From an optimization exercise on the open Yosys and OpenROAD flow, aimed at small area, a short achievable clock period and few clock cycles; shortcuts taken in it are not production practice.
In this exercise RTL edits were held to simulation tests only and were not proved equivalent to the original.
Power is estimated from default activity; no workload was simulated.

<file path="flow/design.v">
module qr_align_rom (
    input  wire [5:0] version,
    output reg  [4:0] step,
    output reg  [1:0] r3i,
    output reg  [1:0] c3i,
    output reg        cpi
);
  always @(*) begin
    case (version)
      6'd1: begin step = 5'd31; r3i = 2'd2; c3i = 2'd1; cpi = 1'b1; end
      6'd2: begin step = 5'd31; r3i = 2'd0; c3i = 2'd2; cpi = 1'b0; end
      6'd3: begin step = 5'd31; r3i = 2'd1; c3i = 2'd0; cpi = 1'b0; end
      6'd4: begin step = 5'd31; r3i = 2'd2; c3i = 2'd1; cpi = 1'b1; end
      6'd5: begin step = 5'd31; r3i = 2'd0; c3i = 2'd2; cpi = 1'b0; end
      6'd6: begin step = 5'd31; r3i = 2'd1; c3i = 2'd0; cpi = 1'b0; end
      6'd7: begin step = 5'd16; r3i = 2'd2; c3i = 2'd1; cpi = 1'b1; end
      6'd8: begin step = 5'd18; r3i = 2'd0; c3i = 2'd2; cpi = 1'b0; end
      6'd9: begin step = 5'd20; r3i = 2'd1; c3i = 2'd0; cpi = 1'b0; end
      6'd10: begin step = 5'd22; r3i = 2'd2; c3i = 2'd1; cpi = 1'b1; end
      6'd11: begin step = 5'd24; r3i = 2'd0; c3i = 2'd2; cpi = 1'b0; end
      6'd12: begin step = 5'd26; r3i = 2'd1; c3i = 2'd0; cpi = 1'b0; end
      6'd13: begin step = 5'd28; r3i = 2'd2; c3i = 2'd1; cpi = 1'b1; end
      6'd14: begin step = 5'd20; r3i = 2'd0; c3i = 2'd2; cpi = 1'b0; end
      6'd15: begin step = 5'd22; r3i = 2'd1; c3i = 2'd0; cpi = 1'b0; end
      6'd16: begin step = 5'd24; r3i = 2'd2; c3i = 2'd1; cpi = 1'b1; end
      6'd17: begin step = 5'd24; r3i = 2'd0; c3i = 2'd2; cpi = 1'b0; end
      6'd18: begin step = 5'd26; r3i = 2'd1; c3i = 2'd0; cpi = 1'b0; end
      6'd19: begin step = 5'd28; r3i = 2'd2; c3i = 2'd1; cpi = 1'b1; end
      6'd20: begin step = 5'd28; r3i = 2'd0; c3i = 2'd2; cpi = 1'b0; end
      6'd21: begin step = 5'd22; r3i = 2'd1; c3i = 2'd0; cpi = 1'b0; end
      6'd22: begin step = 5'd24; r3i = 2'd2; c3i = 2'd1; cpi = 1'b1; end
      6'd23: begin step = 5'd24; r3i = 2'd0; c3i = 2'd2; cpi = 1'b0; end
      6'd24: begin step = 5'd26; r3i = 2'd1; c3i = 2'd0; cpi = 1'b0; end
      6'd25: begin step = 5'd26; r3i = 2'd2; c3i = 2'd1; cpi = 1'b1; end
      6'd26: begin step = 5'd28; r3i = 2'd0; c3i = 2'd2; cpi = 1'b0; end
      6'd27: begin step = 5'd28; r3i = 2'd1; c3i = 2'd0; cpi = 1'b0; end
      6'd28: begin step = 5'd24; r3i = 2'd2; c3i = 2'd1; cpi = 1'b1; end
      6'd29: begin step = 5'd24; r3i = 2'd0; c3i = 2'd2; cpi = 1'b0; end
      6'd30: begin step = 5'd26; r3i = 2'd1; c3i = 2'd0; cpi = 1'b0; end
      6'd31: begin step = 5'd26; r3i = 2'd2; c3i = 2'd1; cpi = 1'b1; end
      6'd32: begin step = 5'd26; r3i = 2'd0; c3i = 2'd2; cpi = 1'b0; end
      6'd33: begin step = 5'd28; r3i = 2'd1; c3i = 2'd0; cpi = 1'b0; end
      6'd34: begin step = 5'd28; r3i = 2'd2; c3i = 2'd1; cpi = 1'b1; end
      6'd35: begin step = 5'd24; r3i = 2'd0; c3i = 2'd2; cpi = 1'b0; end
      6'd36: begin step = 5'd26; r3i = 2'd1; c3i = 2'd0; cpi = 1'b0; end
      6'd37: begin step = 5'd26; r3i = 2'd2; c3i = 2'd1; cpi = 1'b1; end
      6'd38: begin step = 5'd26; r3i = 2'd0; c3i = 2'd2; cpi = 1'b0; end
      6'd39: begin step = 5'd28; r3i = 2'd1; c3i = 2'd0; cpi = 1'b0; end
      6'd40: begin step = 5'd28; r3i = 2'd2; c3i = 2'd1; cpi = 1'b1; end
      default: begin step = 5'd31; r3i = 2'd0; c3i = 2'd0; cpi = 1'b0; end
    endcase
  end
endmodule
module qr_fcw_rom (
    input  wire [4:0]  idx,
    output wire [14:0] fcw
);
  assign fcw = ({15{idx[0]}} & 15'h0537) ^
               ({15{idx[1]}} & 15'h0A6E) ^
               ({15{idx[2]}} & 15'h11EB) ^
               ({15{idx[3]}} & 15'h23D6) ^
               ({15{idx[4]}} & 15'h429B) ^ 15'h5412;
endmodule
module qr_mask_pred (
    input  wire [2:0] m,
    input  wire       i0,
    input  wire       i1,
    input  wire [1:0] i3,
    input  wire       j0,
    input  wire       jd,
    input  wire [1:0] j3,
    output reg        p
);
  wire iz   = (i3 == 2'd0);
  wire jz   = (j3 == 2'd0);
  wire ij1  = (i3 == j3) && !iz;              
  wire ij0  = iz || jz;                       
  wire ipj0 = (i3 == 2'd0 && j3 == 2'd0) || (i3 == 2'd1 && j3 == 2'd2) ||
              (i3 == 2'd2 && j3 == 2'd1);     
  always @(*) begin
    case (m)
      3'd0: p = !(i0 && j0) && ij0;
      3'd1: p = !(i1 ^ jd);
      3'd2: p = !(ij1 ^ i0 ^ j0);
      3'd3: p = !(ij1 ^ (i0 && j0));
      3'd4: p = !i0;
      3'd5: p = !(i0 ^ j0);
      3'd6: p = ipj0;
      default: p = jz;
    endcase
  end
endmodule
module qr_func_map (
    input  wire [9:0] rf,
    input  wire [9:0] cf,
    output wire       nd
);
  wire rM = rf[9] & ~rf[8];    
  wire cM = cf[9] & ~cf[8];
  wire corner = (rf[2] & (cf[2] | cf[6])) | (rf[6] & cf[2]);
  wire timing = rf[1];
  wire format = (rf[3] & (cf[4] | cf[6])) | (cf[3] & (rf[4] | rf[6]));
  wire vinfo  = (rf[0] & cf[7]) | (cf[0] & rf[7]);
  wire align  = (rM & (cf[5] | cf[9])) | (rf[5] & cM) | (rf[8] & cf[9]);
  assign nd = corner | timing | format | vinfo | align;
endmodule
module qr_frontend (
    input  wire       clk,
    input  wire       rst,
    input  wire       start,
    input  wire [5:0] version,
    output wire       busy,
    output wire       grid_re,
    output wire [7:0] grid_row,
    output wire [7:0] grid_col,
    input  wire       grid_bit,
    output reg        fmt_valid,
    output reg  [1:0] fmt_level,
    output reg  [2:0] fmt_mask,
    output reg  [4:0] fmt_fidx,
    output reg  [4:0] fmt_fdist,
    output reg        cw_valid,
    output reg  [7:0] cw_data
);
  localparam S_IDLE = 3'd0;
  localparam S_FMT  = 3'd1;    
  localparam S_SRCH = 3'd2;    
  localparam S_SCAN = 3'd3;
  localparam S_DR1  = 3'd4;
  localparam S_DR2  = 3'd5;
  localparam S_DR3  = 3'd6;
  reg  [2:0] state;
  reg        busy_r;
  assign busy = busy_r;
  reg  [5:0] ver;
  reg  [4:0] fk;
  reg  [7:0] r;           
  reg  [7:0] g;           
  reg        re;          
  assign grid_row = r;
  assign grid_col = g;
  assign grid_re  = re;
  wire [4:0] step;
  wire [1:0] r3i, c3i;
  wire       cpi;
  qr_align_rom u_rom (.version(ver), .step(step), .r3i(r3i), .c3i(c3i), .cpi(cpi));
  wire       v1 = (ver == 6'd1);
  wire       vi = (ver >= 6'd7);
  wire [5:0] ver1 = ver + 6'd1;
  wire [5:0] ver2 = ver + 6'd2;
  wire [5:0] ver4 = ver + 6'd4;
  reg        gbq;         
  reg        mpq;         
  reg        rv1, rv2;    
  reg  [14:0] H;          
  reg  [14:0] A;          
  reg  [3:0]  ndis;       
  reg  [3:0]  p1;
  reg  [2:0]  p2;
  reg         s2v;
  reg  [3:0]  best;
  wire [14:0] fcw;
  qr_fcw_rom u_fcw (.idx(fk), .fcw(fcw));
  wire [14:0] fx = A & (H ^ fcw);
  wire [3:0]  pc1 = fx[0] + fx[1] + fx[2] + fx[3] + fx[4] + fx[5] + fx[6] + fx[7];
  wire [2:0]  pc2 = fx[8] + fx[9] + fx[10] + fx[11] + fx[12] + fx[13] + fx[14];
  wire [3:0]  sum = p1 + {1'b0, p2};
  wire [4:0]  t2  = fk - 5'd1;
  wire        take = s2v && ((t2 == 5'd0) || (sum < best));
  reg  [7:0] cR;          
  reg  [2:0] pp;          
  reg  [4:0] mc;          
  reg  [1:0] c3;          
  reg        cpar;        
  reg  [3:0] rb;          
  reg  [4:0] m;           
  reg        mlast;       
  reg  [1:0] r3;          
  reg        up;          
  reg        lsel;        
  reg        TL;          
  wire       lowr = (r[7:4] == 4'd0);
  wire [3:0] rl   = r[3:0];
  wire       at_edge = up ? (r == 8'd0) : (rb == 4'd0);
  function [9:0] rowf;
    input [1:0] dsel;     
    input       lowr_;
    input [3:0] rl_;
    input [3:0] rb_;
    input [4:0] m_;
    input       mlast_;
    input       v1_, vi_;
    reg   [4:0] x;        
    reg   [4:0] b;        
    reg         sml, bandp;
    begin
      if (!lowr_)
        x = 5'd31;
      else if (dsel == 2'd1)
        x = (rl_ == 4'd0) ? 5'd31 : {1'b0, rl_} - 5'd1;
      else if (dsel == 2'd2)
        x = {1'b0, rl_} + 5'd1;
      else
        x = {1'b0, rl_};
      if (rb_ == 4'd12)
        b = (dsel == 2'd2) ? 5'd11 : 5'd16;
      else if (dsel == 2'd1)
        b = {1'b0, rb_} + 5'd1;
      else if (dsel == 2'd2)
        b = {1'b0, rb_} - 5'd1;
      else
        b = {1'b0, rb_};
      sml = (x <= 5'd8);
      if (dsel == 2'd1)
        bandp = (m_ >= 5'd1) && (m_ <= 5'd5);
      else if (dsel == 2'd2)
        bandp = (m_ <= 5'd3) || mlast_;
      else
        bandp = (m_ <= 5'd4);
      rowf[0] = (x <= 5'd5);
      rowf[1] = (x == 5'd6);
      rowf[2] = (x <= 5'd7);
      rowf[3] = (x == 5'd8);
      rowf[4] = sml;
      rowf[5] = (x >= 5'd4) && sml;
      rowf[6] = (b <= 5'd7);
      rowf[7] = vi_ && (b >= 5'd8) && (b <= 5'd10);
      rowf[8] = !v1_ && (b >= 5'd4) && (b <= 5'd8);
      rowf[9] = !v1_ && (x > 5'd10) && bandp;    
    end
  endfunction
  wire [9:0] rf_mv = rowf(up ? 2'd1 : 2'd2, lowr, rl, rb, m, mlast, v1, vi);
  wire [9:0] rf_ed = rowf(2'd0, lowr, rl, rb, m, mlast, v1, vi);
  wire       chi   = (cR[7:4] != 4'd0);           
  wire [3:0] cl    = cR[3:0];
  wire       cge12 = chi || (cl >= 4'd12);
  wire       cge14 = chi || (cl >= 4'd14);
  wire [2:0] ppn   = pp + 3'd1;
  wire [9:0] cf_r, cf_l, cfn_r, cfn_l;
  assign cf_r[0] = !chi && (cl <= 4'd5);
  assign cf_r[1] = 1'b0;
  assign cf_r[2] = !chi && (cl <= 4'd7);
  assign cf_r[3] = !chi && (cl == 4'd8);
  assign cf_r[4] = !chi && (cl <= 4'd8);
  assign cf_r[5] = !chi && (cl >= 4'd4) && (cl <= 4'd8);
  assign cf_r[6] = (pp <= 3'd3);
  assign cf_r[7] = vi && ((pp == 3'd4) || (pp == 3'd5));
  assign cf_r[8] = !v1 && (pp >= 3'd2) && (pp <= 3'd4);
  assign cf_r[9] = !v1 && cge12 && (mc <= 5'd4);
  assign cf_l[0] = !chi && (cl <= 4'd6);
  assign cf_l[1] = 1'b0;
  assign cf_l[2] = !chi && (cl <= 4'd8);
  assign cf_l[3] = 1'b0;
  assign cf_l[4] = !chi && (cl <= 4'd9);
  assign cf_l[5] = !chi && (cl >= 4'd5) && (cl <= 4'd9);
  assign cf_l[6] = (pp <= 3'd3);
  assign cf_l[7] = vi && (pp == 3'd4);
  assign cf_l[8] = !v1 && (pp >= 3'd2) && (pp <= 3'd3);
  assign cf_l[9] = !v1 && cge12 && (mc >= 5'd1) && (mc <= 5'd5);
  assign cfn_r[0] = !chi && (cl <= 4'd8);
  assign cfn_r[1] = 1'b0;
  assign cfn_r[2] = !chi && (cl <= 4'd8);
  assign cfn_r[3] = !chi && (cl == 4'd10);
  assign cfn_r[4] = !chi && (cl <= 4'd10);
  assign cfn_r[5] = !chi && ((cl == 4'd8) || (cl == 4'd10));
  assign cfn_r[6] = (ppn <= 3'd3);
  assign cfn_r[7] = vi && ((ppn == 3'd4) || (ppn == 3'd5));
  assign cfn_r[8] = !v1 && (ppn >= 3'd2) && (ppn <= 3'd4);
  assign cfn_r[9] = !v1 && cge14 && (mc >= 5'd2) && (mc <= 5'd6);
  assign cfn_l[0] = !chi && (cl <= 4'd8);
  assign cfn_l[1] = 1'b0;
  assign cfn_l[2] = !chi && (cl <= 4'd10);
  assign cfn_l[3] = 1'b0;
  assign cfn_l[4] = !chi && (cl <= 4'd10);
  assign cfn_l[5] = !chi && ((cl == 4'd8) || (cl == 4'd10));
  assign cfn_l[6] = (ppn <= 3'd3);
  assign cfn_l[7] = vi && (ppn == 3'd4);
  assign cfn_l[8] = !v1 && (ppn >= 3'd2) && (ppn <= 3'd3);
  assign cfn_l[9] = !v1 && cge14 && (mc >= 5'd3) && (mc <= 5'd7);
  wire nd_mr, nd_ml, nd_er, nd_el;
  qr_func_map u_mr (.rf(rf_mv), .cf(cf_r),  .nd(nd_mr));
  qr_func_map u_ml (.rf(rf_mv), .cf(cf_l),  .nd(nd_ml));
  qr_func_map u_er (.rf(rf_ed), .cf(cfn_r), .nd(nd_er));
  qr_func_map u_el (.rf(rf_ed), .cf(cfn_l), .nd(nd_el));
  wire go_left = !lsel && TL;
  wire dR = at_edge ? !nd_er : !nd_mr;
  wire dL = at_edge ? !nd_el : !nd_ml;
  wire last_pair = (cR == 8'd1);
  wire scan_end = last_pair && !go_left &&
                  (at_edge || (!up && (rb != 4'd12) && !dR && !dL));
  wire [7:0] cRm1 = cR - 8'd1;
  wire [7:0] cRn  = (cR == 8'd8) ? 8'd5 : cR - 8'd2;
  wire [7:0] cRnm1 = (cR == 8'd8) ? 8'd4 : cR - 8'd3;
  wire [1:0] j3 = lsel ? ((c3 == 2'd0) ? 2'd2 : c3 - 2'd1) : c3;
  wire       jd = lsel ? (cpar ^ (c3 == 2'd0)) : cpar;
  wire       mp;
  qr_mask_pred u_mp (.m(fmt_mask), .i0(r[0]), .i1(r[1]), .i3(r3),
                     .j0(g[0]), .jd(jd), .j3(j3), .p(mp));
  reg [2:0] nbits;
  wire scanning = (state == S_SCAN);
  always @(posedge clk) begin
    fmt_valid <= 1'b0;
    cw_valid  <= 1'b0;
    gbq <= grid_bit ^ mpq;
    mpq <= scanning && re && mp;
    rv1 <= scanning && re;
    rv2 <= rv1;
    if (rv2) begin
      cw_data <= {cw_data[6:0], gbq};
      nbits   <= nbits + 3'd1;
      if (nbits == 3'd7)
        cw_valid <= 1'b1;
    end
    case (state)
      S_IDLE: begin
        ver <= version;
        if (start) begin
          busy_r <= 1'b1;
          state  <= S_FMT;
          fk     <= 5'd0;
          r      <= 8'd8;
          g      <= 8'd0;
          re     <= 1'b1;
          ndis   <= 4'd0;
        end
      end
      S_FMT: begin
        fk <= fk + 5'd1;
        if (fk <= 5'd13) begin
          if (g == 8'd5)      g <= 8'd7;
          else if (g == 8'd7) g <= {ver2, 2'b01};           
          else                g <= g + 8'd1;
        end else if (fk == 5'd14) begin
          r <= 8'd0;
          g <= 8'd8;
        end else begin
          if (r == 8'd5)      r <= 8'd7;
          else if (r == 8'd8) r <= {ver2, 2'b10};           
          else                r <= r + 8'd1;
        end
        re <= (fk <= 5'd28);
        if (fk >= 5'd2 && fk <= 5'd16)
          H <= {H[13:0], gbq};
        if (fk >= 5'd17) begin
          H    <= {H[0], H[14:1]};
          A    <= {~(gbq ^ H[0]), A[14:1]};
          ndis <= ndis + {3'd0, gbq ^ H[0]};
        end
        if (fk == 5'd31) begin
          state <= S_SRCH;
          r     <= {ver4, 2'b00};                           
          rb    <= 4'd0;
          m     <= 5'd8;
          mlast <= 1'b0;
          r3    <= r3i;
          cR    <= {ver4, 2'b10};                           
          pp    <= 3'd7;
          mc    <= 5'd10;
          c3    <= c3i;
          cpar  <= cpi;
          up    <= 1'b0;
          lsel  <= 1'b1;
          TL    <= 1'b0;
        end
      end
      S_SRCH: begin
        fk <= fk + 5'd1;
        if (fk == 5'd31)
          state <= S_SCAN;
      end
      S_SCAN: begin
        if (go_left) begin
          g    <= cRm1;
          lsel <= 1'b1;
          re   <= 1'b1;
        end else if (scan_end) begin
          re    <= 1'b0;
          state <= S_DR1;
        end else begin
          if (at_edge) begin
            up   <= !up;
            cR   <= cRn;
            pp   <= (pp == 3'd6) ? 3'd6 : ppn;
            mc   <= (mc < 5'd2) ? mc + step - 5'd2 : mc - 5'd2;
            if (cR == 8'd8) begin
              cpar <= !cpar;
            end else begin
              c3   <= (c3 == 2'd2) ? 2'd0 : c3 + 2'd1;
              cpar <= cpar ^ (c3 != 2'd2);
            end
            g <= dR ? cRn : cRnm1;
          end else begin
            if (up) begin
              r     <= r - 8'd1;
              rb    <= (rb >= 4'd11) ? 4'd12 : rb + 4'd1;
              m     <= (m == 5'd0) ? step - 5'd1 : m - 5'd1;
              mlast <= (m == 5'd0);
              r3    <= (r3 == 2'd0) ? 2'd2 : r3 - 2'd1;
            end else begin
              r     <= r + 8'd1;
              rb    <= (rb != 4'd12) ? rb - 4'd1 :
                       (r == {ver1, 2'b00}) ? 4'd11 : 4'd12;   
              m     <= mlast ? 5'd0 : m + 5'd1;
              mlast <= (m + 5'd2 == step);
              r3    <= (r3 == 2'd2) ? 2'd0 : r3 + 2'd1;
            end
            g <= dR ? cR : cRm1;
          end
          lsel <= !dR;
          re   <= dR || dL;
          TL   <= dL;
        end
      end
      S_DR1: state <= S_DR2;
      S_DR2: state <= S_DR3;
      S_DR3: begin
        state  <= S_IDLE;
        busy_r <= 1'b0;
      end
      default: begin
        state  <= S_IDLE;
        busy_r <= 1'b0;
      end
    endcase
    s2v <= (state == S_SRCH);
    if (state == S_SRCH) begin
      p1 <= pc1;
      p2 <= pc2;
    end
    if (take) begin
      best      <= sum;
      fmt_fidx  <= t2;
      fmt_level <= t2[4:3] ^ 2'b10;
      fmt_mask  <= t2[2:0] ^ 3'b101;
      fmt_fdist <= {sum, 1'b0} + {1'b0, ndis};
    end
    if (s2v && t2 == 5'd31) begin
      fmt_valid <= 1'b1;
      nbits     <= 3'd0;
    end
    if (rst) begin
      state     <= S_IDLE;
      busy_r    <= 1'b0;
      re        <= 1'b0;
      fmt_valid <= 1'b0;
      cw_valid  <= 1'b0;
      rv1       <= 1'b0;
      rv2       <= 1'b0;
      s2v       <= 1'b0;
    end
  end
endmodule
</file>
<file path="flow/run.sh">
#!/bin/bash
# synth_recipe.tcl (not shown) runs the flow's synth.tcl, then flattens the netlist and writes it again
# the make line also repeats each setting of config.mk as NAME=value (left out here)
make -C /OpenROAD-flow-scripts/flow DESIGN_CONFIG=/design/flow/config.mk WORK_HOME=/design/flow/orfs CLKGATE_MAP_FILE= SYNTH_SCRIPT=/design/flow/synth_recipe.tcl finish
</file>
<file path="flow/config.mk">
export PLATFORM = sky130hd
export DESIGN_NAME = qr_frontend
export DESIGN_NICKNAME = qr_frontend
export VERILOG_FILES = /design/flow/design.v
export SDC_FILE = /design/flow/constraint.sdc
export NUM_CORES = 4
export LEC_CHECK = 0
export CAP_MARGIN = 20
export CORE_MARGIN = 2
export CORE_UTILIZATION = 40
export PLACE_DENSITY = 0.6
export SLEW_MARGIN = 20
</file>
<file path="flow/constraint.sdc">
create_clock -name core_clock -period 11.0 [get_ports {clk}]
set_input_delay 2.2000 -clock core_clock [delete_from_list [all_inputs] [get_ports {clk}]]
set_output_delay 2.2000 -clock core_clock [all_outputs]
set_load 0.01 [all_outputs]
</file>
==> flow_summary.toml <==
[cts]
cts_setup_buffers = 0
clk_path_buf_depth = 2
path_clk_slew_ps = 70
worst_skew_pair.late_latency_ps = 440
ctsHoldBuffers = 0
clock_sinks = 149
cts.htree.levels = 4
cts-root-buf = "clkbuf_16"
cts_buffers = 17
cts_tree = "built"
cts_resized = 0

[sta]
tightest_slew_ps = 961.2
rsz0062_at_grt = "no"
final.setup_skew_ps = 10.50
fmax_mhz = 217.9
slew_viol_final = 0
hold_violations = 0
min_period_over_period = 0.4172
relSlewSlack = 0.3549
final.min_clock_period_ps = 4589
finalSetupViolations = 0
setup_tns_ps = 0

[logic_synthesis]
synth_top_area_share = 0.3292
synth.distinct_cells = 94
yosys-top-cells-area = "edfxtp_1 (33%), ha_1 (10%), xnor2_1 (4.8%), dfxtp_1 (3.8%), a21oi_1 (3.5%)"
syn_nets = 1339
synth-seq-cells = 149
ys_seq_area_frac = 0.3672
synth_cells = 1223
synthFlopType = "edfxtp_1"
synth_top_area_cell = "edfxtp_1"
syn_avg_cell_area_um2 = 9.472
synth-edff-count = 127
async_flop_share = 0
yosys_warnings = 3
synth_area_um2 = 11580

[global_route]
grt_pass1_wl_um = 47890
grt_antenna_before_repair = 0
grt_pass1_vias = 8608
overflow = 0
grt_max_degree = 40
grt_usage = 0.1991

[placement]
gp_congestion = 0.9354
dp_hpwl_um = 21890
io_buffers = 52

[floorplan]
start_util = 0.4047
num_io_pins = 53
die_w_um = 174.2
chipHeight_um = 174.2
core_area_um2 = 28630
die_area_um2 = 30340
row_count = 62

[setup_path]
crit_arrival_ps = 4650
cp_max_fo = 18
end_kind = "register"
cp-start-kind = "register"
criticalPathCategory = "register to register"
crit_required_ps = 11060

[layout]
diodes = 0
postLayoutCoreUtil = 0.4507
drive_gt1_frac = 0.06501
finalNetCount = 1349
syn_to_final_growth_pct = 11.35

[routing]
drtIter0Drc = 770
vias = 9121
wl_per_cell_um = 18.30
vias_per_cell = 5.596
drc_errors = 0
drtPass1Iterations = 5
routed_wirelength_um = 29830
ant_nets = 0

[outcome]
status = "no timing/DRC/antenna violations"

[flow_run]
drv_cap = 0

[power_and_ir_drop]
leakagePower_uw = 0.004854
vdd_drop_max_v = 0.0001020
pwr_density_cell_nw_per_um2 = 131.7
power_uw = 1699

[min_path]
hold_class = "register to register"
Yosys cell counts (all sizes together) (5+ instances only):
library cell,n
buf,32
xnor2,63
ha,95
nor2b,15
nand3b,5
nand4,7
o221ai,5
or3,9
clkbuf,35
edfxtp,127
nand2b,7
a21o,12
o31ai,7
nor3b,10
a41oi,5
inv,77
fa,11
nand3,40
a31oi,11
a22oi,7
o21a,7
mux2i,29
a21boi,5
a211oi,16
o22ai,12
a21oi,82
nor3,31
nor2,102
o21ai,67
o211ai,12
and2,10
nor4,6
nand2,103
and3,8
a221oi,7
xor2,44
mux2,17
dfxtp,22
worst paths after layout:
| check | slack [ps] | end | cells after the start | start |
|---|---|---|---|---|
| setup / recovery | 6410 | r[1]$_DFFE_PP_ | 11 | r[0]$_DFFE_PP_ |
| hold / removal | 440 | rv2$_SDFF_PP0_ | 1 | rv1$_SDFF_PP0_ |
| setup reg to reg | 6410 | r[1]$_DFFE_PP_ | 11 | r[0]$_DFFE_PP_ |
| hold reg to reg | 440 | rv2$_SDFF_PP0_ | 1 | rv1$_SDFF_PP0_ |
report_power, final:
group / internal, uW / leakage (uW) / switching (uW)
clock: 360 / 0.000293 / 260
sequential: 656 / 0.00136 / 51.7
combinational: 165 / 0.00320 / 205
total: 1180 / 0.00485 / 517
routing by layer:
| metal | GRT usage | wire length, um | up-vias |
|---|---|---|---|
| li1 | - | - | 4432 |
| met1 | 0.2887 | 14710 | 4398 |
| met2 | 0.3032 | 13100 | 258 |
| met3 | 0.03478 | 1563 | 33 |
| met4 | 0.05847 | 466 | 0 |
| met5 | 0 | 0 | - |
placed cells by master (no fill, tap or decap), types with 8 or more instances in the layout:
cell and instances:
o211ai_1 11, inv_1 77, nor2b_1 15, a21o_1 12
nand3_1 40, or3_1 9, nor3_1 29, xnor2_1 63
o21ai_0 60, a21oi_1 79, and3_1 8, nand2_1 103
dfxtp_1 22, edfxtp_1 127, and2_1 10, a211oi_1 14
clkbuf_16 17, clkdlybuf4s50_1 52, nor3b_1 9, ha_1 95
o22ai_1 12, xor2_1 44, mux2_2 17, a31oi_1 10
fa_1 11, nor2_1 100, mux2i_1 28
final cells by class:
cell class                      instances  area [um2]
Clock inverter                         14       173.9
Inverter                               79       296.5
Timing Repair Buffer                   58       565.5
Fill cell                            2709       15730
Multi-Input combinational cell        928        6700
Sequential cell                       149        4254
Tap cell                              384       480.5
Clock buffer                           18       429.2
logic make-up after synthesis:
| kind of cell | synth area share |
|---|---|
| DFF | 0.3672 |
| and+or+nand+nor | 0.1607 |
| buffers and inverters | 0.05595 |
| AOI/OAI and AO/OA | 0.1717 |
| adders and majority gates | 0.1216 |
| muxes | 0.04190 |
| xor gates and xnor gates | 0.08089 |
worst max-delay path: stages (launching register included):
cell and delay, ps:
edfxtp_1 680, inv_1 190, ha_1 360, nand3b_1 210
o31ai_4 610, o211ai_2 200, a211oi_2 190, and3_1 470
a31oi_4 190, a41oi_4 400, nor2_2 100, nor2_1 600
per-stage QoR:
| step | hold slack (ps) | instances | area (um2) | setup WS [ps] |
|---|---|---|---|---|
| 2_1_floorplan | 409.5 | 1223 | 11580 | 6712 |
| 3_3_place_gp | 418.4 | 1598 | 12290 | 6181 |
| 3_5_place_dp | 424.2 | 1598 | 12290 | 6211 |
| 4_1_cts | 439.8 | 1630 | 12900 | 6429 |
| 5_1_grt | 459.6 | 1630 | 12900 | 6116 |
| 6_report | 442.9 | 1630 | 12900 | 6411 |
registers in the layout, indices dropped and copies added (netlist names), 3 cells and up:
name       cells
fmt_fidx       3
pp             3
fmt_mask       3
rb             4
state          3
ndis           4
cw_data        8
m              5
p2             3
fk             5
r              8
nbits          3
H             15
step           4
g              8
p1             4
mc             5
A             15
ver            6
best           4
cR             8
fmt_fdist      5
Testbench counts, summed over its fixed seeds: cycles 1,399,396.

-- static timing again, ports no longer ideal --
No port has a modelled driver above. Below, the same layout with a new extraction and two added sets of constraints. Step 1, drivers: a clkbuf_16 drives clk and a buf_2 each remaining input, both assumed. Step 2 times the ports against the registers' clock, not the clock port: input delays grow and output delays shrink by t, the midpoint of the rising clock arrivals with the driver on. Three values: ideal, step 1, step 2; two values: the first two.
t (ns): 0.479
setup WS [ns]: 6.411 / 6.411 / 6.171
hold WS [ns]: 0.443 / 0.443 / 0.443
worst setup path at the end: input to register
After both steps setup and hold are still met in this run. The setup slack of this run moves by 0.000 ns with the drivers and by -0.240 ns with both steps.
